This design comes from an exercise in tuning for small area, a short achievable clock period and few clock cycles per item on the open sky130 flow, not from production work.
The RTL was checked by simulation tests, not by an equivalence proof against the original design.
No activity file was given, so power comes from the tool's default toggle rates.

## flow/design.v (module list and top-level ports; edited modules follow where they fit)
// module hpsdr_telem: 171 lines
// module hpsdr_aor: 6 lines
// module hpsdr_fa: 5 lines
// module hpsdr_ha: 5 lines
// module hpsdr_s2: 1092 lines
// module hpsdr_bridge: 255 lines
// module hpsdr_cpa40: 7 lines
module hpsdr_telem (
    input  wire        clk,
    input  wire        rst,
    input  wire        in_valid,
    output wire        in_ready,
    input  wire [7:0]  in_c0,
    input  wire [31:0] in_data,
    output wire        out_valid,
    input  wire        out_ready,
    output reg  [2:0]  out_kind,
    output reg  [2:0]  out_keys,
    output reg  [31:0] out_a,
    output reg  [31:0] out_b
);
  // ...
==> flow/flow/run.sh <==
#!/bin/bash
set -euo pipefail
bash standard.sh SETUP_SLACK_MARGIN=8 finish > standard_flow.log 2>&1
==> flow/standard.sh <==
#!/bin/bash
# synth_recipe.tcl (not shown) runs the flow's synth.tcl, then flattens the netlist and writes it again
# the make line also repeats each setting of config.mk as NAME=value (left out here)
make -C /OpenROAD-flow-scripts/flow DESIGN_CONFIG=/design/flow/config.mk WORK_HOME=/design/flow/orfs CLKGATE_MAP_FILE= SYNTH_SCRIPT=/design/flow/synth_recipe.tcl "${@:-finish}"
==> flow/config.mk <==
export PLATFORM = sky130hd
export DESIGN_NAME = hpsdr_telem
export DESIGN_NICKNAME = hpsdr_telem
export VERILOG_FILES = /design/flow/design.v
export SDC_FILE = /design/flow/constraint.sdc
export NUM_CORES = 4
export LEC_CHECK = 0
export CAP_MARGIN = 20
export CORE_MARGIN = 2
export CORE_UTILIZATION = 40
export SLEW_MARGIN = 20
export SYNTH_HIERARCHICAL = 1
==> flow/constraint.sdc <==
create_clock -name core_clock -period 12.0 [get_ports {clk}]
set_input_delay 2.4000 -clock core_clock [delete_from_list [all_inputs] [get_ports {clk}]]
set_output_delay 2.4000 -clock core_clock [all_outputs]
set_load 0.01 [all_outputs]
==> reports/metrics.cfg, run 1 <==
[status]
status = no timing/DRC/antenna violations

[route]
wl_met2_microns = 41800
remaining_drc_errors = 0

[clock_tree]
ctsRootBufferMaster = clkbuf_16
clkSinkCount = 384
cts_tree = done

[setup_path]
crit_arrival_ps = 4690
crit_cells = 14
critical_path_class = reg -> reg
start_kind = flop
worstSetupEndpointType = flop

[power]
p_seq_share_pct = 21.9
ir_drop_v = 0.000300
p_int_uw = 4890

[final_layout]
fill_cells = 6846
clock_area_share_pct = 4.00
design.seq.count = 384

[sta]
rsz0062_at_grt = yes
worstMarginPinSlew_ps = 1010
tns_ps = 0

[placed_design]
dp_hpwl_microns = 62200

[synthesis]
synthTopCellsByArea = edfxtp_1 (33%), fa_1 (19%), ha_1 (8.0%), a21o_1 (3.7%), dfxtp_1 (3.0%)
netlist.area_leader.share_pct = 33.1
synth_top_area_cell = edfxtp_1
synthFlopType = edfxtp_1

[grt]
use_met2_pct = 37.0
grtUsageTotal_pct = 21.7

Testbench counts, summed over its fixed seeds: cycles 3,240, items 3,200.
==> inputs of run 2 (changes only) <==
==> flow/flow/run.sh (replaced) <==
#!/bin/bash
set -euo pipefail
bash standard.sh SETUP_SLACK_MARGIN=7.7 finish > standard_flow.log 2>&1
==> run 2 against run 1 <==
Non-clock buffer count shrank 9. Worst setup slack improved by 5.7 ps. Fmax grew 0.13%. Largest cell class unchanged. Largest power group unchanged.
==> reports/metrics.cfg, run 2 <==
[power]
power_density_nw_per_um2 = 239
p_seq_share_pct = 23.4  ; +1.5 points
power.switching_uw = 3660
p_int_uw = 4640  ; -5.1%
clockPowerShare_pct = 16.9
comb_power_share_pct = 59.7
p_sw_share_pct = 44.1
p_leak_uw = 0.0153
ir_drop_v = 0.000223  ; -25%

[floorplan]
die_w_microns = 281
start_util_pct = 40.4
die_h_microns = 281
row_count = 101
core_region_area_sq_um = 75800
io_pins = 116
dieArea_sq_um = 78800

[synthesis]
synthArstFlopShare_pct = 0
seq_area_frac_synth_pct = 36.1
syn_avg_cell_area_sq_um = 11.4
synth_edf_count = 338
ys_seq_elements = 384
netlist.area_leader.share_pct = 33.1  ; unchanged
ys_warn_count = 7
synthTopCellsByArea = edfxtp_1 (33%), fa_1 (19%), ha_1 (8.0%), a21o_1 (3.7%), dfxtp_1 (3.0%)
ys_types = 103
netlist_area_sq_um = 30600
synth_common_cells = edfxtp_1 (338), fa_1 (290), ha_1 (197)
yosysMostFrequentCell = edfxtp_1
synthFlopType = edfxtp_1
synth_top_area_cell = edfxtp_1
synth_cells = 2678

[route]
remaining_drc_errors = 0  ; unchanged
drt-pass1-iter-count = 10
wl_per_cell_microns = 22.9
ant_nets = 0
viasPerCell = 5.68
drtIter0Drc = 1577
wl_microns = 85900
num_vias = 21327

[final_layout]
mostFrequentLayoutCells = edfxtp_1 (338), fa_1 (288), nand2_1 (187), ha_1 (181), a21o_1 (150)
num-nets-final = 3272
drive_above_1_share_pct = 13.1
final_cells = 3755
num_antenna_cells = 0
final_common_cell = edfxtp_1
largestRegisters = r2_t x40, r2a_ra x40, r2a_rb x40
post-route-util_pct = 45.8
syn2layout_area_growth_pct = 13.4

[worst_hold_path]
min_path_type = reg -> reg

[placed_design]
place_congestion = 0.940
dp_hpwl_microns = 63900  ; +2.7%
dpl_worst_slack_ps = 6990
post-place-cells = 3594
port_buffers = 115

[clock_tree]
htreeDepth = 2
clockBufferDepth = 3
ctsHoldBuffers = 0
ctsRootBufferMaster = clkbuf_16
insertion_delay_ps = 610
numCtsBuffers = 44
clkSinkCount = 384  ; unchanged
path_clk_slew_ps = 60
cts_tree = done

[sta]
skew_ps = 65.7
timing.final.crit_share_pct = 36.3
max-slew-margin-rel_pct = 27.7
rsz0062_at_grt = yes
fmax_ghz = 0.230
tns_ps = 0  ; unchanged
slew_violations = 0
setup_viol_count_final = 0
fin_ws_ps = 7650
hold_viol_final = 0
fin_crit_ps = 4350
whs_ps = 416
worstMarginPinSlew_ps = 1080  ; +68.9 ps

[setup_path]
worstSetupEndpointType = flop
crit_required_ps = 12360
cpMaxStageDelayCell = fa_1
slowest_delay_ps = 560
crit_top_cell = fa_1
crit_arrival_ps = 4710  ; +20 ps
crit_fanout = 6
path_cells = buf_6, fa_1, fa_1, fa_1, ha_4, a21o_1, o211a_1, and3b_2, a21oi_4, o31ai_4, buf_6, o211ai_1, xnor2_2, a21o_1
critical_path_class = reg -> reg
start_kind = flop

[grt]
grt_pass1_wl_microns = 132000
overflow = 0
grt_pass1_vias = 21897
grtUsageTotal_pct = 21.9  ; +0.21 points
antenna_found_initial = 1
grt_max_degree = 95

[status]
status = no timing/DRC/antenna violations

[job]
drv_cap = 0

-- run 2: path summary, 6_finish.rpt --
kind	slack, ps	endpoint	startpoint	depth (start not counted)
min reg2reg	420	r2a_h[6]	r1_h[6]	0
min	420	r2a_h[6]	r1_h[6]	0
max	7650	out_b[25]	r2_t[28]	14
max reg2reg	7650	out_b[25]	r2_t[28]	14
-- run 2: cells by family (layout without fill, tap and decap cells) --
logic type	Yosys count	in the layout	share of synthesized area, %
flip-flops	384	384	36.1
other	4	12	0.0490
AND/OR/NAND/NOR	639	639	10.6
adder cells (fa/ha/maj)	490	490	27.1
buffers and inverters	299	390	5.03
multiplexers	84	84	3.08
AO/OA/AOI/OAI	669	669	14.8
XOR/XNOR	109	109	3.14
-- run 2: power groups by stage --
| stage | registers (uW) | logic (uW) | clock network (uW) |
|---|---|---|---|
| 6_report | 1940 | 4960 | 1400 |
| 5_1_grt | 1960 | 5350 | 1490 |
| 4_1_cts | 1950 | 4420 | 1440 |
| 3_5_place_dp | 2050 | 3910 | 0 |
| 3_3_place_gp | 2040 | 3920 | 0 |
| 2_1_floorplan | 1870 | 2850 | 0 |
-- run 2: area by class of cell --
type,count,area [sq um]
Clock inverter,25,365
Timing Repair inverter,1,16.3
Multi-Input combinational cell,2003,18600
Tap cell,978,1220
Clock buffer,57,1170
Sequential cell,384,11100
Inverter,96,387
Timing Repair Buffer,211,1890
Fill cell,6891,41100
-- run 2: modules after synthesis, one instance, submodules excluded --
module / flops+latches / copies in the design / cells inside
hpsdr_ha: 0 / 51 / 1
hpsdr_fa: 0 / 261 / 1
hpsdr_telem: 384 / 1 / 1324
hpsdr_aor: 0 / 2 / 35
hpsdr_bridge: 0 / 1 / 276
hpsdr_cpa40: 0 / 1 / 318
hpsdr_s2: 0 / 1 / 378
-- run 2: critical path: cells and delay by family (launching register included) --
family	cells	cell delay, ps
AO/OA/AOI/OAI	6	1280
XOR/XNOR	1	190
adder cells (fa/ha/maj)	4	1720
buffers and inverters	2	300
flip-flops	1	430
AND/OR/NAND/NOR	1	240
-- run 2: repair_timing --
action                                  CTS  global route
endpoints found under the setup margin  150            56
resized for setup                        48            57
pin swaps                                18            13
cloned                                    1             0
setup buffers                            52            26
-- run 2: through the flow --
stage	cell area (sq um)	power, uW
after detailed placement	32000	5960
final	34700	8300
after CTS	34200	7810
after floorplan	30700	4720
after global routing	34700	8800
after global placement	32000	5970
-- run 2: metal layers --
layer | track usage [%] | share of wire, %
met1 | 28.8 | 42
met5 | 0 | 0
met2 | 37.7 | 49
met4 | 6.91 | 3.3
met3 | 2.90 | 6.0
==> module hpsdr_telem, before the edit <==
module hpsdr_telem (
    input  wire        clk,
    input  wire        rst,
    input  wire        in_valid,
    output wire        in_ready,
    input  wire [7:0]  in_c0,
    input  wire [31:0] in_data,
    output wire        out_valid,
    input  wire        out_ready,
    output reg  [2:0]  out_kind,
    output reg  [2:0]  out_keys,
    output reg  [31:0] out_a,
    output reg  [31:0] out_b
);
    localparam [2:0] K_INFO   = 3'd0;
    localparam [2:0] K_FWD    = 3'd1;
    localparam [2:0] K_REV    = 3'd2;
    localparam [2:0] K_SUPPLY = 3'd3;
    localparam [2:0] K_ADC    = 3'd4;
    localparam [2:0] K_RAW    = 3'd5;
    localparam [2:0] K_REV0   = 3'd6;    
    reg v1, v2a, v2, v3;
    reg nv3;             
    reg skid_full;
    reg rdy;             
    wire en   = nv3 | out_ready;
    wire take = in_valid & ~skid_full;
    assign in_ready  = rdy;
    assign out_valid = v3;
    reg [2:0] in_kind;
    always @(*) begin
        case (in_c0[7:3])
            5'd0:    in_kind = K_INFO;
            5'd1:    in_kind = K_FWD;
            5'd2:    in_kind = K_REV;
            5'd3:    in_kind = K_SUPPLY;
            5'd4:    in_kind = K_ADC;
            default: in_kind = K_RAW;
        endcase
    end
    reg [2:0]  sk_kind;
    reg [2:0]  sk_keys;
    reg [31:0] sk_data;
    reg        v0;
    reg [2:0]  s_kind;
    reg [2:0]  s_keys;
    reg [31:0] s_data;
    wire [15:0] s_hi   = s_data[31:16];
    wire [15:0] s_lo   = s_data[15:0];
    wire [19:0] u_hi = {1'b0, s_hi, 3'b0} + {3'b0, s_hi, 1'b0} + {4'b0, s_hi} - 20'd110;
    wire [19:0] u_lo = {1'b0, s_lo, 3'b0} + {3'b0, s_lo, 1'b0} + {4'b0, s_lo};
    wire        s_rev = (s_kind == K_REV);
    wire        s_fwd = (s_kind == K_FWD);
    wire        s_sup = (s_kind == K_SUPPLY);
    wire        s_oth = ~(s_rev | s_fwd | s_sup);
    wire [19:0] s_ub  = ({20{s_rev}} & u_hi) | ({20{s_fwd}} & u_lo);
    wire [19:0] s_us  = ({20{s_sup}} & u_lo) | ({20{s_oth}} & {4'd0, s_lo});
    reg [2:0]  r1_kind, r2a_kind, r2_kind;
    reg [2:0]  r1_keys, r2a_keys, r2_keys;
    reg [15:0] r1_h, r2a_h, r2_h;
    reg [39:0] r2a_ra, r2a_rb;
    reg        r2a_fc;
    reg [19:0] r1_ub, r1_us;
    reg        r1_gs;
    reg [39:0] r2_t;
    reg        r2_selq_a, r2_selq_b;    
    wire [39:0] ra, rb;
    wire        fc;
    hpsdr_s2 u_s2 (.ub(r1_ub), .us(r1_us), .gs(r1_gs), .ra(ra), .rb(rb), .fc(fc));
    wire        conv1 = (r1_kind == K_FWD) | (r1_kind == K_REV) | (r1_kind == K_REV0) |
                        (r1_kind == K_SUPPLY);
    wire [39:0] ra_m = {conv1 ? ra[39:32] : r1_us[15:8], ra[31:0]};
    wire [39:0] rb_m = {conv1 ? rb[39:32] : r1_us[7:0],  rb[31:0]};
    wire        conv = (r2a_kind == K_FWD) | (r2a_kind == K_REV) | (r2a_kind == K_REV0) |
                       (r2a_kind == K_SUPPLY);
    wire [39:0] t;
    hpsdr_cpa40 u_cpa (.ra(r2a_ra), .rb(r2a_rb), .fc(r2a_fc), .t(t));
    wire [30:0] qb;
    hpsdr_bridge u_br (.t(r2_t), .q(qb));
    wire [7:0] c1 = r2_h[15:8];
    wire [7:0] c2 = r2_h[7:0];
    wire [7:0] c3 = r2_t[15:8];
    wire [7:0] c4 = r2_t[7:0];
    function [8:0] ver(input [7:0] v);
        reg [7:0] q, r;
        begin
            q = v / 8'd10;
            r = v % 8'd10;
            ver = {q[4:0], r[3:0]};
        end
    endfunction
    reg [2:0]  k_n;
    reg [31:0] a_r, b_r;
    always @(*) begin
        k_n = r2_kind;
        a_r = 32'd0;
        b_r = 32'd0;
        case (r2_kind)
            K_INFO:   begin a_r = {25'd0, c1[6:0]};
                            b_r = {5'd0, ver(c2), ver(c3), ver(c4)}; end
            K_FWD:    a_r = {16'd0, r2_h};
            K_REV:    b_r = {16'd0, r2_h};
            K_REV0:   begin b_r = {16'd0, r2_h}; k_n = K_REV; end
            K_SUPPLY: begin a_r = {16'd0, r2_h}; b_r = {7'd0, r2_t[24:0]}; end
            K_ADC:    begin a_r = {28'd0, c4[0], c3[0], c2[0], c1[0]};
                            b_r = {4'd0, c4[7:1], c3[7:1], c2[7:1], c1[7:1]}; end
            default:  a_r = {r2_h, r2_t[15:0]};
        endcase
    end
    wire [31:0] a_n, b_n;
    hpsdr_aor u_aor_a (.r(a_r), .s(r2_selq_a), .q({1'b0, qb}), .y(a_n));
    hpsdr_aor u_aor_b (.r(b_r), .s(r2_selq_b), .q({1'b0, qb}), .y(b_n));
    always @(posedge clk) begin
        if (rst) begin
            v0 <= 1'b0;
            v1 <= 1'b0;
            v2a <= 1'b0;
            v2 <= 1'b0;
            v3 <= 1'b0;
            nv3 <= 1'b1;
            skid_full <= 1'b0;
            rdy <= 1'b1;
        end else if (en) begin
            v0 <= skid_full | take;
            v1 <= v0;
            v2a <= v1;
            v2 <= v2a;
            v3 <= v2;
            nv3 <= ~v2;
            skid_full <= 1'b0;
            rdy <= 1'b1;
        end else if (take) begin
            skid_full <= 1'b1;
            rdy <= 1'b0;
        end
    end
    always @(posedge clk) begin
        if (~skid_full) begin
            sk_kind <= in_kind;
            sk_keys <= in_c0[2:0];
            sk_data <= in_data;
        end
        if (en) begin
            s_kind  <= skid_full ? sk_kind : in_kind;
            s_keys  <= skid_full ? sk_keys : in_c0[2:0];
            s_data  <= skid_full ? sk_data : in_data;
            r1_kind <= (s_rev && s_hi <= 16'd10) ? K_REV0 : s_kind;
            r1_keys <= s_keys;
            r1_h    <= s_rev ? s_lo : s_hi;
            r1_ub   <= s_ub;
            r1_us   <= s_us;
            r1_gs   <= s_sup;
            r2a_kind <= r1_kind;
            r2a_keys <= r1_keys;
            r2a_h    <= r1_h;
            r2a_ra   <= ra_m;
            r2a_rb   <= rb_m;
            r2a_fc   <= fc;
            r2_kind <= r2a_kind;
            r2_selq_a <= (r2a_kind == K_REV);
            r2_selq_b <= (r2a_kind == K_FWD);
            r2_keys <= r2a_keys;
            r2_h    <= r2a_h;
            r2_t    <= {t[39:16], conv ? t[15:0] : {r2a_ra[39:32], r2a_rb[39:32]}};
            out_kind <= k_n;
            out_keys <= r2_keys;
            out_a    <= a_n;
            out_b    <= b_n;
        end
    end
endmodule
==> inputs of run 3 (changes only) <==
--- a/flow/design.v
+++ b/flow/design.v
@@ -22,6 +22,5 @@
     reg v1, v2a, v2, v3;
-    reg nv3;             
     reg skid_full;
     reg rdy;             
-    wire en   = nv3 | out_ready;
+    wire en   = ~v3 | out_ready;
     wire take = in_valid & ~skid_full;
@@ -119,3 +118,2 @@
             v3 <= 1'b0;
-            nv3 <= 1'b1;
             skid_full <= 1'b0;
@@ -128,3 +126,2 @@
             v3 <= v2;
-            nv3 <= ~v2;
             skid_full <= 1'b0;
==> run 3 against run 2 <==
Power up 0.34%. Clock power is 6% lower. Routed wire length rose by 0.33%. Utilization decreased by 0.060 points. Largest cell class unchanged.
==> reports/metrics.cfg, run 3 <==
[status]
status = no timing/DRC/antenna violations

[grt]
grt_max_degree = 82  ; -14%
grtUsageTotal_pct = 21.7  ; -0.25 points
overflow = 0  ; unchanged
grt_pass1_wl_microns = 132000  ; +0.59%
antenna_found_initial = 1  ; unchanged
grt_pass1_vias = 22365  ; +2.1%

[power]
ir_drop_v = 0.000282  ; +26%
power.switching_uw = 3680  ; +0.53%
power.total_uw = 8330  ; +0.34%
comb_power_share_pct = 60.7  ; +1.0 points
p_leak_uw = 0.0153  ; +0.36%
p_int_uw = 4650  ; +0.19%
power_density_nw_per_um2 = 239  ; about the same
clockPowerShare_pct = 15.9  ; -1.0 points
p_seq_share_pct = 23.5  ; about the same
p_sw_share_pct = 44.2  ; +0.082 points

[floorplan]
dieArea_sq_um = 79600  ; +1.0%
core_region_area_sq_um = 76200  ; +0.50%
row_count = 101  ; unchanged
die_w_microns = 282  ; +0.51%
io_pins = 116  ; unchanged
die_h_microns = 282  ; +0.51%
start_util_pct = 40.6  ; +0.21 points

[final_layout]
ff_latch_area_sq_um = 11100  ; -0.18%
finalInstanceArea_sq_um = 34800  ; +0.37%
largestRegisters = r2_t x40, r2a_ra x40, r2a_rb x40
drive_above_1_share_pct = 12.4  ; -0.73 points
mostFrequentLayoutCells = edfxtp_1 (338), fa_1 (287), ha_1 (180), nand2_1 (176), a21o_1 (152)
multi_input_area_sq_um = 18800  ; +1.0%
final_cells = 3843  ; +2.3%
fill_cells = 6951  ; +0.87%
num-nets-final = 3310  ; +1.2%
syn2layout_area_growth_pct = 12.6
final_common_cell = edfxtp_1

[route]
wl_met2_microns = 41300  ; -2.2%
num_vias = 21926  ; +2.8%
maxUsedRoutingLayer = met4
wl_microns = 86200  ; +0.33%
wl_per_cell_microns = 22.4  ; -2.0%
met1_length_microns = 37400  ; +4.8%
viasPerCell = 5.71  ; +0.45%
remaining_drc_errors = 0  ; unchanged
drtIter0Drc = 1835  ; +16%
ant_nets = 0  ; unchanged
dr_wl_met3_microns = 4730  ; -8.0%
drt-pass1-iter-count = 7  ; -3

[synthesis]
seq_area_frac_synth_pct = 35.7  ; -0.43 points
ys_types = 105  ; +1.9%
synthFlopType = edfxtp_1
synthTopCellsByArea = edfxtp_1 (33%), fa_1 (19%), ha_1 (8.0%), a21o_1 (3.7%), dfxtp_1 (2.9%)
ys_warn_count = 7  ; unchanged
synth_top_area_cell = edfxtp_1
yosysMostFrequentCell = edfxtp_1
netlist.area_leader.share_pct = 32.8  ; -0.34 points
synth_common_cells = edfxtp_1 (338), fa_1 (290), ha_1 (197)
synth_edf_count = 338  ; unchanged
syn_avg_cell_area_sq_um = 11.4  ; -0.64%
netlist_area_sq_um = 30900  ; +1.0%
synthArstFlopShare_pct = 0  ; unchanged
synth_cells = 2723  ; +1.7%
ys_seq_elements = 383  ; -0.26%

[setup_path]
path_cells = fa_1, fa_1, fa_1, ha_4, nand2_2, o31ai_1, nand2_1, a31oi_2, buf_4, o41ai_4, or2_4, nor2b_1, xnor2_1, a21o_1
crit_arrival_ps = 4660  ; -50 ps
cpMaxStageDelayCell = fa_1
cp_top_family = adder cells
crit_fanout = 5  ; -1
critical_path_class = reg -> reg
cp.buffers_inverters = 1  ; -1
start_kind = flop
crit_required_ps = 12320  ; -40 ps
crit_top_cell = fa_1
worstSetupEndpointType = flop
slowest_delay_ps = 590  ; +30 ps

[placed_design]
dp_hpwl_microns = 63000  ; -1.4%
dpl_worst_slack_ps = 6310  ; -674 ps
post-place-cells = 3691  ; +2.7%
port_buffers = 115  ; unchanged
place_congestion = 0.933  ; -0.73%
place_area_sq_um = 32400  ; +1.2%

[sta]
worstMarginPinSlew_ps = 1070  ; -11.0 ps
hold_viol_final = 0  ; unchanged
fin_ws_ps = 7660  ; +13.2 ps
max-slew-margin-rel_pct = 28.5  ; +0.88 points
timing.final.crit_share_pct = 36.1  ; -0.11 points
rsz0062_at_grt = yes
setup_viol_count_final = 0  ; unchanged
skew_ps = 18.3  ; -47.4 ps
fin_crit_ps = 4340  ; -13.2 ps
slew_violations = 0  ; unchanged
tns_ps = 0  ; unchanged
fmax_ghz = 0.231  ; +0.30%

[clock_tree]
ctsRootBufferMaster = clkbuf_16
clkSinkCount = 383  ; -0.26%
cts_tree = done
insertion_delay_ps = 580  ; -30 ps
htreeDepth = 2  ; unchanged
path_clk_slew_ps = 60  ; about the same
clockBufferDepth = 3  ; unchanged
numCtsBuffers = 43  ; -2.3%

[worst_hold_path]
min_path_type = reg -> reg

[job]
drv_cap = 0  ; unchanged

[run 3: cell types whose count changed after synthesis, moves of 7 or more]
| cell | before | now |
|---|---|---|
| nor2_1 | 113 | 120 |
| clkbuf_1 | 60 | 77 |
| nand3_1 | 26 | 33 |
| o2111ai_1 | 6 | 13 |
| nor3b_1 | 6 | 14 |
| nand2_1 | 191 | 178 |
| o21ai_1 | 17 | 9 |
| o21ai_0 | 136 | 119 |
[run 3: cell type report]
| cell class | instances | area share [%] |
|---|---|---|
| multi-input cells | 2039 | 53.9 |
| flip-flops and latches | 383 | 31.7 |
| repair buffers | 214 | 5.52 |
| well taps | 1030 | 3.70 |
| clock buffers | 53 | 3.42 |
| inverters | 98 | 1.07 |
| clock inverters | 25 | 0.661 |
| diodes | 1 | 0.00718 |
[run 3: per-layer routing]
layer  global-route usage, %  vias up
met5                       0        -
met4                    6.82        0
met3                    2.57      165
met2                    36.3      826
met1                    29.5    11070
li1                        -     9865
[run 3: cell families (layout without fill, tap and decap cells)]
family                     count (synthesis)  in the layout  synth area share [%]
muxes                                     83             83                  3.01
and+or+nand+nor                          667            668                  11.2
DFF                                      383            383                  35.7
AOI/OAI and AO/OA                        678            678                  15.1
adders and majority gates                493            493                  26.9
other                                      4             13                0.0485
xor gates and xnor gates                 105            105                  2.97
buffers and inverters                    310            390                  5.08
[run 3: metrics by stage]
stage	utilization (%)	hold slack, ps
after CTS	45.4	418
after global placement	42.5	402
after floorplan	-	400
after global routing	45.7	425
final	45.7	416
after detailed placement	42.5	405
[run 3: power by group through the flow]
| stage | Combinational (uW) | Clock, uW | Sequential, uW |
|---|---|---|---|
| 2_1_floorplan | 2970 | 0 | 1890 |
| 3_3_place_gp | 3920 | 0 | 2070 |
| 3_5_place_dp | 3980 | 0 | 2080 |
| 4_1_cts | 4670 | 1360 | 1960 |
| 5_1_grt | 5480 | 1410 | 1980 |
| 6_report | 5050 | 1320 | 1950 |
[run 3: modules after synthesis, one instance, submodules excluded, a selection]
module | area, sq um | flops+latches | cells
hpsdr_bridge | 1910 | 0 | 276
hpsdr_aor | 277 | 0 | 35
hpsdr_telem | 18000 | 383 | 1369
hpsdr_ha | 12.5 | 0 | 1
hpsdr_cpa40 | 2240 | 0 | 318
hpsdr_s2 | 2410 | 0 | 378
[run 3: path summary, 6_finish.rpt]
| kind | startpoint | endpoint | slack (ps) | depth (start not counted) |
|---|---|---|---|---|
| max | r2_t[27] | out_a[16] | 7660 | 14 |
| min | r1_h[11] | r2a_h[11] | 420 | 0 |
| max reg2reg | r2_t[27] | out_a[16] | 7660 | 14 |
| min reg2reg | r1_h[11] | r2a_h[11] | 420 | 0 |
[run 3: what timing repair did]
action	in CTS	in global routing
endpoints found under the hold margin	0	0
cloned	1	0
setup endpoints to repair	136	133
resized for setup	52	34
setup buffers	60	12
hold buffers	0	0
pin swaps	19	21
Testbench counts of run 3, summed over its fixed seeds: cycles 3,240, items 3,200.
==> inputs of run 4 (changes only) <==
--- a/flow/config.mk
+++ b/flow/config.mk
@@ -10,2 +10,3 @@
 export CORE_UTILIZATION = 40
+export CTS_BUF_LIST = sky130_fd_sc_hd__clkbuf_4 sky130_fd_sc_hd__clkbuf_8
 export SLEW_MARGIN = 20
==> run 4 against run 3 <==
Still clean. Final cell count up 0.96%. Final area up 0.29%. Synthesized area unchanged. Sequential power about the same. Synthesized cell count unchanged. Die area unchanged. Critical endpoint is now out_a[25].
==> reports/metrics.cfg, run 4 <==
[final_layout]
drive_above_1_share_pct = 13.9  ; +1.5 points
final_cells = 3880  ; +0.96%
mostFrequentLayoutCells = edfxtp_1 (338), fa_1 (288), ha_1 (178), nand2_1 (176), a21o_1 (152)
num_antenna_cells = 0  ; -1
post-route-util_pct = 45.9  ; +0.13 points
num-nets-final = 3328  ; +0.54%
largestRegisters = r2_t x40, r2a_ra x40, r2a_rb x40
final_common_cell = edfxtp_1
syn2layout_area_growth_pct = 12.9

[floorplan]
core_region_area_sq_um = 76200  ; unchanged
start_util_pct = 40.6  ; unchanged
io_pins = 116  ; unchanged
die_w_microns = 282  ; unchanged
die_h_microns = 282  ; unchanged
row_count = 101  ; unchanged
dieArea_sq_um = 79600  ; unchanged

[synthesis]
yosysMostFrequentCell = edfxtp_1
synth_top_area_cell = edfxtp_1
ys_types = 105  ; unchanged
netlist.area_leader.share_pct = 32.8  ; unchanged
synthArstFlopShare_pct = 0  ; unchanged
synthTopCellsByArea = edfxtp_1 (33%), fa_1 (19%), ha_1 (8.0%), a21o_1 (3.7%), dfxtp_1 (2.9%)
ys_seq_elements = 383  ; unchanged
synth_common_cells = edfxtp_1 (338), fa_1 (290), ha_1 (197)
syn_avg_cell_area_sq_um = 11.4  ; unchanged
seq_area_frac_synth_pct = 35.7  ; unchanged
synth_edf_count = 338  ; unchanged
synthFlopType = edfxtp_1
netlist_area_sq_um = 30900  ; unchanged
synth_cells = 2723  ; unchanged
ys_warn_count = 7  ; unchanged

[sta]
timing.final.crit_share_pct = 36.7  ; +0.53 points
max-slew-margin-rel_pct = 30.2  ; +1.7 points
fmax_ghz = 0.227  ; -1.4%
hold_viol_final = 0  ; unchanged
fin_crit_ps = 4400  ; +63.7 ps
slew_violations = 0  ; unchanged
worstMarginPinSlew_ps = 1050  ; -25.4 ps
whs_ps = 402  ; -13.7 ps
skew_ps = 51.6  ; +33.4 ps
rsz0062_at_grt = yes
tns_ps = 0  ; unchanged
setup_viol_count_final = 0  ; unchanged

[clock_tree]
ctsRootBufferMaster = clkbuf_8
cts_tree = done
ctsHoldBuffers = 0  ; unchanged
clkSinkCount = 383  ; unchanged
numCtsBuffers = 67  ; +56%
path_clk_slew_ps = 60  ; about the same
htreeDepth = 3  ; +1
clockBufferDepth = 3  ; unchanged
insertion_delay_ps = 680  ; +100 ps

[route]
remaining_drc_errors = 0  ; unchanged
wl_microns = 87300  ; +1.3%
wl_per_cell_microns = 22.5  ; +0.31%
drt-pass1-iter-count = 6  ; -1
num_vias = 22067  ; +0.64%
viasPerCell = 5.69  ; -0.32%
drtIter0Drc = 1854  ; +1.0%
ant_nets = 0  ; unchanged

[power]
clockPowerShare_pct = 15.4  ; -0.5 points
comb_power_share_pct = 61.4  ; +0.7 points
p_leak_uw = 0.0154  ; +0.45%
power.switching_uw = 3730  ; +1.5%
ir_drop_v = 0.000348  ; +23%
p_seq_share_pct = 23.2  ; -0.3 points
p_int_uw = 4690  ; +0.77%
power_density_nw_per_um2 = 241  ; +0.78%
p_sw_share_pct = 44.3  ; +0.17 points

[setup_path]
crit_fanout = 5  ; unchanged
crit_required_ps = 12410  ; +90 ps
cpMaxStageDelayCell = fa_1
crit_arrival_ps = 4810  ; +150 ps
path_cells = fa_1, fa_1, fa_1, ha_4, o21ai_0, a21oi_1, o211a_1, and3b_1, a21oi_2, buf_12, o31ai_4, o211ai_1, xnor2_1, a21o_1
start_kind = flop
crit_top_cell = fa_1
slowest_delay_ps = 610  ; +20 ps
worstSetupEndpointType = flop
critical_path_class = reg -> reg

[worst_hold_path]
min_path_type = reg -> reg

[grt]
grtUsageTotal_pct = 21.9  ; +0.23 points
overflow = 0  ; unchanged
grt_max_degree = 82  ; unchanged
antenna_found_initial = 2  ; +1
grt_pass1_vias = 22434  ; +0.31%
grt_pass1_wl_microns = 133000  ; +0.58%

[job]
drv_cap = 0  ; unchanged

[placed_design]
post-place-cells = 3691  ; unchanged
port_buffers = 115  ; unchanged
dp_hpwl_microns = 63000  ; unchanged
place_congestion = 0.933  ; unchanged

[status]
status = no timing/DRC/antenna violations

-- run 4: cell counts after synthesis --
Identical to the previous run, type by type.
-- run 4: kinds of logic after synthesis --
kind of cell	after synthesis	synth area share, %
compound gates	678	15.1
simple gates	667	11.2
fa+ha+maj	493	26.9
flops	383	35.7
buf+inv	310	5.08
xor+xnor	105	2.97
mux	83	3.01
other cells	4	0.0485
-- run 4: power by group through the flow --
| stage | registers (uW) | clock network [uW] | logic [uW] |
|---|---|---|---|
| final | 1950 | 1300 | 5170 |
| after global routing | 1980 | 1390 | 5590 |
| after CTS | 1970 | 1330 | 4520 |
| after detailed placement | 2080 | 0 | 3980 |
| after global placement | 2070 | 0 | 3920 |
| after floorplan | 1890 | 0 | 2970 |
-- run 4: per-module statistics from Yosys, one instance, submodules excluded --
module,copies in the design,flip-flops and latches,area [sq um]
hpsdr_telem,1,383,18000
hpsdr_s2,1,0,2410
hpsdr_cpa40,1,0,2240
hpsdr_bridge,1,0,1910
hpsdr_aor,2,0,277
hpsdr_fa,261,0,20.0
hpsdr_ha,51,0,12.5
-- run 4: per-layer routing --
metal / vias up / track usage [%] / routed length, microns
met5: - / 0 / 20
met4: 2 / 6.92 / 2740
met3: 175 / 3.92 / 5250
met2: 855 / 36.4 / 42000
met1: 11134 / 29.2 / 37300
li1: 9901 / - / -
-- run 4: worst paths after layout --
check                               from        end  slack (ps)  cells past startpoint
worst max register to register  r2_t[27]  out_a[25]        7600                     14
worst min register to register   r1_h[0]   r2a_h[0]         400                      0
worst max-delay path            r2_t[27]  out_a[25]        7600                     14
worst min-delay path             r1_h[0]   r2a_h[0]         400                      0
-- run 4: metrics by stage --
stage / total power, uW / setup WS (ps) / area, sq um
after floorplan: 4850 / 7890 / 31000
after global placement: 5990 / 6380 / 32400
after detailed placement: 6060 / 6310 / 32400
after CTS: 7820 / 7670 / 34500
after global routing: 8960 / 7480 / 34900
final: 8420 / 7600 / 34900
-- run 4: timing repair --
action,4_1_cts,5_1_grt
endpoints found under the setup margin,135,136
gates resized for setup,45,54
setup buffers,48,17
cloned,2,0
pin swaps,24,49
-- run 4: cell type report --
class | count | area [sq um]
Tap cell | 1030 | 1290
Multi-Input combinational cell | 2040 | 18900
Clock buffer | 104 | 1260
Fill cell | 6950 | 41300
Sequential cell | 383 | 11100
Inverter | 98 | 372
Clock inverter | 18 | 191
Timing Repair Buffer | 207 | 1870
-- run 4: worst max-delay path: cells and delay by family, from the launching register on --
family          cells  cell delay (ps)
simple gates        1              180
flops               1              520
fa+ha+maj           4             1860
buf+inv             1              140
compound gates      7             1240
xor+xnor            1              200
==> inputs of run 5 (changes only) <==
--- a/flow/design.v
+++ b/flow/design.v
@@ -22,5 +22,6 @@
     reg v1, v2a, v2, v3;
+    reg nv3;             
     reg skid_full;
     reg rdy;             
-    wire en   = ~v3 | out_ready;
+    wire en   = nv3 | out_ready;
     wire take = in_valid & ~skid_full;
@@ -54,4 +55,4 @@
     wire        s_oth = ~(s_rev | s_fwd | s_sup);
-    wire [19:0] s_ub  = ({20{s_rev}} & u_hi) | ({20{s_fwd}} & u_lo);
-    wire [19:0] s_us  = ({20{s_sup}} & u_lo) | ({20{s_oth}} & {4'd0, s_lo});
+    wire [19:0] s_u   = ({20{s_rev}} & u_hi) | ({20{s_fwd | s_sup}} & u_lo) |
+                        ({20{s_oth}} & {4'd0, s_lo});
     reg [2:0]  r1_kind, r2a_kind, r2_kind;
@@ -61,4 +62,4 @@
     reg        r2a_fc;
-    reg [19:0] r1_ub, r1_us;
-    reg        r1_gs;
+    reg [19:0] r1_u;
+    reg        r1_gb, r1_gs;    
     reg [39:0] r2_t;
@@ -67,7 +68,9 @@
     wire        fc;
-    hpsdr_s2 u_s2 (.ub(r1_ub), .us(r1_us), .gs(r1_gs), .ra(ra), .rb(rb), .fc(fc));
+    wire [19:0] ub, us;
+    hpsdr_gate u_gate (.u(r1_u), .gb(r1_gb), .gs(r1_gs), .ub(ub), .us(us));
+    hpsdr_s2 u_s2 (.ub(ub), .us(us), .gs(r1_gs), .ra(ra), .rb(rb), .fc(fc));
     wire        conv1 = (r1_kind == K_FWD) | (r1_kind == K_REV) | (r1_kind == K_REV0) |
                         (r1_kind == K_SUPPLY);
-    wire [39:0] ra_m = {conv1 ? ra[39:32] : r1_us[15:8], ra[31:0]};
-    wire [39:0] rb_m = {conv1 ? rb[39:32] : r1_us[7:0],  rb[31:0]};
+    wire [39:0] ra_m = {conv1 ? ra[39:32] : r1_u[15:8], ra[31:0]};
+    wire [39:0] rb_m = {conv1 ? rb[39:32] : r1_u[7:0],  rb[31:0]};
     wire        conv = (r2a_kind == K_FWD) | (r2a_kind == K_REV) | (r2a_kind == K_REV0) |
@@ -118,2 +121,3 @@
             v3 <= 1'b0;
+            nv3 <= 1'b1;
             skid_full <= 1'b0;
@@ -126,2 +130,3 @@
             v3 <= v2;
+            nv3 <= ~v2;
             skid_full <= 1'b0;
@@ -146,4 +151,4 @@
             r1_h    <= s_rev ? s_lo : s_hi;
-            r1_ub   <= s_ub;
-            r1_us   <= s_us;
+            r1_u    <= s_u;
+            r1_gb   <= s_rev | s_fwd;
             r1_gs   <= s_sup;
@@ -174,2 +179,9 @@
 endmodule
+module hpsdr_gate (u, gb, gs, ub, us);
+    input wire [19:0] u;
+    input wire gb, gs;
+    output wire [19:0] ub, us;
+    assign ub = u & {20{gb}};
+    assign us = u & {20{gs}};
+endmodule
 module hpsdr_fa (a, b, c, s, co);
--- a/flow/config.mk
+++ b/flow/config.mk
@@ -10,3 +10,2 @@
 export CORE_UTILIZATION = 40
-export CTS_BUF_LIST = sky130_fd_sc_hd__clkbuf_4 sky130_fd_sc_hd__clkbuf_8
 export SLEW_MARGIN = 20
==> run 5 against run 4 <==
Critical path type unchanged. Largest cell class unchanged. Fmax fell by 2.1%. Still clean on timing, DRC and antenna. Synthesized cell count fell by 0.11%. Final cell count fell by 2.4%. Critical path depth rose by 1.
==> reports/metrics.cfg, run 5 <==
[grt]
grt_pass1_wl_microns = 134000  ; +0.82%
grt_max_degree = 149  ; +82%
grtUsageTotal_pct = 22.3  ; +0.38 points
grt_pass1_vias = 22056  ; -1.7%
overflow = 0  ; unchanged
antenna_found_initial = 3  ; +1

[route]
wl_per_cell_microns = 23.1  ; +2.6%
num_vias = 21512  ; -2.5%
viasPerCell = 5.68  ; -0.15%
drtIter0Drc = 1925  ; +3.8%
wl_microns = 87500  ; +0.17%
ant_nets = 0  ; unchanged
remaining_drc_errors = 0  ; unchanged
drt-pass1-iter-count = 5  ; -1

[synthesis]
netlist_area_sq_um = 30400  ; -1.8%
synth_edf_count = 319  ; -5.6%
netlist.area_leader.share_pct = 31.5  ; -1.3 points
synth_cells = 2720  ; -0.11%
ys_warn_count = 7  ; unchanged
yosysMostFrequentCell = edfxtp_1
synth_common_cells = edfxtp_1 (319), fa_1 (290), ha_1 (197)
ys_seq_elements = 365  ; -4.7%
synthArstFlopShare_pct = 0  ; unchanged
synthTopCellsByArea = edfxtp_1 (32%), fa_1 (19%), ha_1 (8.1%), a21o_1 (3.7%), and2_1 (3.6%)
seq_area_frac_synth_pct = 34.6  ; -1.1 points
ys_types = 106  ; +0.95%
synthFlopType = edfxtp_1
synth_top_area_cell = edfxtp_1
syn_avg_cell_area_sq_um = 11.2  ; -1.7%

[final_layout]
final_common_cell = edfxtp_1
finalInstanceArea_sq_um = 34600  ; -1.1%
num-nets-final = 3308  ; -0.60%
drive_above_1_share_pct = 13.7  ; -0.19 points
final_cells = 3788  ; -2.4%
mostFrequentLayoutCells = edfxtp_1 (319), fa_1 (287), nand2_1 (195), ha_1 (178), and2_1 (164)
num_antenna_cells = 0  ; unchanged
largestRegisters = r2_t x40, r2a_ra x40, r2a_rb x40
syn2layout_area_growth_pct = 13.8

[sta]
max-slew-margin-rel_pct = 25.4  ; -4.9 points
worstMarginPinSlew_ps = 1120  ; +71.9 ps
setup_viol_count_final = 0  ; unchanged
hold_viol_final = 0  ; unchanged
fmax_ghz = 0.223  ; -2.1%
tns_ps = 0  ; unchanged
skew_ps = 38.1  ; -13.5 ps
fin_crit_ps = 4490  ; +92.6 ps
rsz0062_at_grt = yes
slew_violations = 0  ; unchanged
timing.final.crit_share_pct = 37.5  ; +0.77 points

[floorplan]
io_pins = 116  ; unchanged
die_h_microns = 280  ; -0.91%
die_w_microns = 280  ; -0.91%
row_count = 101  ; unchanged
dieArea_sq_um = 78200  ; -1.8%
core_region_area_sq_um = 75600  ; -0.83%
start_util_pct = 40.2  ; -0.41 points

[placed_design]
dp_hpwl_microns = 64500  ; +2.5%
place_area_sq_um = 31800  ; -2.0%
post-place-cells = 3641  ; -1.4%
port_buffers = 115  ; unchanged
place_congestion = 0.920  ; -1.4%

[power]
p_seq_share_pct = 28.2  ; +5.0 points
power_density_nw_per_um2 = 166  ; -31%
p_leak_uw = 0.0158  ; +2.8%
p_int_uw = 3470  ; -26%
comb_power_share_pct = 48.9  ; -13 points
power.switching_uw = 2270  ; -39%
p_sw_share_pct = 39.5  ; -4.8 points
ir_drop_v = 0.000163  ; -53%
clockPowerShare_pct = 22.9  ; +7.5 points

[worst_hold_path]
min_path_type = reg -> reg
hold_depth = 0  ; unchanged
hold_path.startpoint = r1_h[13]
min_to = r2a_h[13]

[setup_path]
crit_arrival_ps = 4830  ; +20 ps
r2r-start = r2_t[38]
r2r-end = out_a[19]
worstSetupEndpointType = flop
rrSetupSlack_ps = 7510  ; -90 ps
crit_fanout = 5  ; unchanged
crit_required_ps = 12340  ; -70 ps
worstRegToRegCells = 15  ; +1
critical_path_class = reg -> reg
start_kind = flop

[status]
status = no timing/DRC/antenna violations

[clock_tree]
numCtsBuffers = 42  ; -37%
clockBufferDepth = 3  ; unchanged
htreeDepth = 2  ; -1
cts_tree = done
clkSinkCount = 365  ; -4.7%
path_clk_slew_ps = 60  ; about the same
ctsRootBufferMaster = clkbuf_16
ctsHoldBuffers = 0  ; unchanged
insertion_delay_ps = 600  ; -80 ps

[job]
drv_cap = 0  ; unchanged

## run 5: final cells by class
cell class / count / area (sq um)
Fill cell: 7001 / 41000
Multi-Input combinational cell: 2064 / 19200
Sequential cell: 365 / 10500
Timing Repair Buffer: 209 / 1890
Tap cell: 978 / 1220
Clock buffer: 52 / 1110
Inverter: 94 / 379
Clock inverter: 25 / 305
Timing Repair inverter: 1 / 11.3
## run 5: how the worst max path moves through the flow
stage               slack [ps]  depth (start not counted)       from         end
global placement          7020                          4  out_ready  r2a_ra[22]
floorplan                 7720                          3  out_ready         rdy
detailed placement        6960                          4  out_ready  r2a_rb[26]
finish                    7510                         15   r2_t[38]   out_a[19]
CTS                       7630                         13   r2_t[28]   out_b[17]
global route              7420                         15   r2_t[28]   out_b[19]
## run 5: power groups by stage
stage          clock [uW]  sequential, uW  combinational (uW)
3_3_place_gp            0            1670                2180
5_1_grt              1390            1630                3020
4_1_cts              1340            1620                2440
2_1_floorplan           0            1620                1460
3_5_place_dp            0            1680                2160
6_report             1310            1620                2810
## run 5: per-module statistics from Yosys, one instance, submodules excluded, excerpt
module / flops+latches / copies in the design / cells
hpsdr_telem: 365 / 1 / 1322
hpsdr_s2: 0 / 1 / 378
hpsdr_cpa40: 0 / 1 / 318
hpsdr_bridge: 0 / 1 / 276
hpsdr_gate: 0 / 1 / 44
hpsdr_aor: 0 / 2 / 35
hpsdr_ha: 0 / 51 / 1
## run 5: stage by stage
step	setup slack [ps]	total power, uW	util [%]	hold WS [ps]
after floorplan	7720	3080	-	400
after global placement	7020	3860	42.1	402
after detailed placement	6960	3840	42.1	405
after CTS	7630	5400	45.0	391
after global routing	7420	6040	45.7	408
final	7510	5740	45.7	392
## run 5: what timing repair did
item / 4_1_cts / 5_1_grt
setup buffers: 48 / 21
gates cloned: 0 / 1
endpoints found under the setup margin: 183 / 197
gates resized for setup: 73 / 78
endpoints found under the hold margin: 0 / 0
pin swaps: 27 / 60
## run 5: kinds of logic (layout without fill, tap and decap cells)
kind of cell	after synthesis	in the layout	share of synthesized area (%)
AND/OR/NAND/NOR	712	712	12.0
AO/OA/AOI/OAI	665	665	14.9
adder cells (fa/ha/maj)	488	488	27.3
flip-flops	365	365	34.6
buffers and inverters	299	381	5.13
XOR/XNOR	102	102	3.00
multiplexers	85	85	3.15
other	4	12	0.0494
## run 5: worst max-delay path: stages (launching register included)
cell      delay [ps]
edfxtp_1         500
fa_1             600
fa_1             440
fa_1             520
ha_4             320
nand2_2           90
nor3_2           260
o211ai_1         120
buf_4            160
a31oi_4          240
o41ai_4           80
buf_4            190
or2_4            240
a21oi_2          180
xor2_2           130
a21o_1           180
## run 5: layer usage
| metal | GRT usage (%) | up-vias | share of wire, % |
|---|---|---|---|
| li1 | - | 9742 | - |
| met5 | 0 | - | 0 |
| met4 | 8.28 | 0 | 4.1 |
| met1 | 30.5 | 10834 | 43 |
| met3 | 2.44 | 173 | 5.7 |
| met2 | 36.7 | 763 | 47 |
Testbench counts of run 5, summed over its fixed seeds: cycles 3,240, items 3,200.

port drivers added, routing unchanged:
The flow's constraints put no driver on any port. The routed layouts listed below were extracted and timed again, unchanged, in two steps.
Step 1 sets driving cells, clkbuf_16 on the clock port and buf_2 on the other inputs (assumed; they add their load-dependent delay and slew).
Step 2 also shifts input and output timing later by t, the mid clock arrival at the registers, as if the neighbouring blocks saw the same clock.
Three values: no drivers, after step 1, after step 2; two values: the first two.
| run | t (ns) | setup slack, ns | worst setup path after step 2 |
|---|---|---|---|
| run 1 | 0.647 | 7.643 / 7.643 / 7.567 | input to register |
| run 2 | 0.638 | 7.649 / 7.649 / 7.223 | input to register |
| run 3 | 0.625 | 7.662 / 7.662 / 7.203 | input to register |
| run 4 | 0.708 | 7.598 / 7.598 / 7.176 | input to register |
| run 5 | 0.642 | 7.506 / 7.506 / 7.479 | input to register |
After both steps every run listed still meets setup and hold. The setup slack of run 3, which loses most, moves by 0.000 ns with the drivers and by -0.459 ns with both steps.
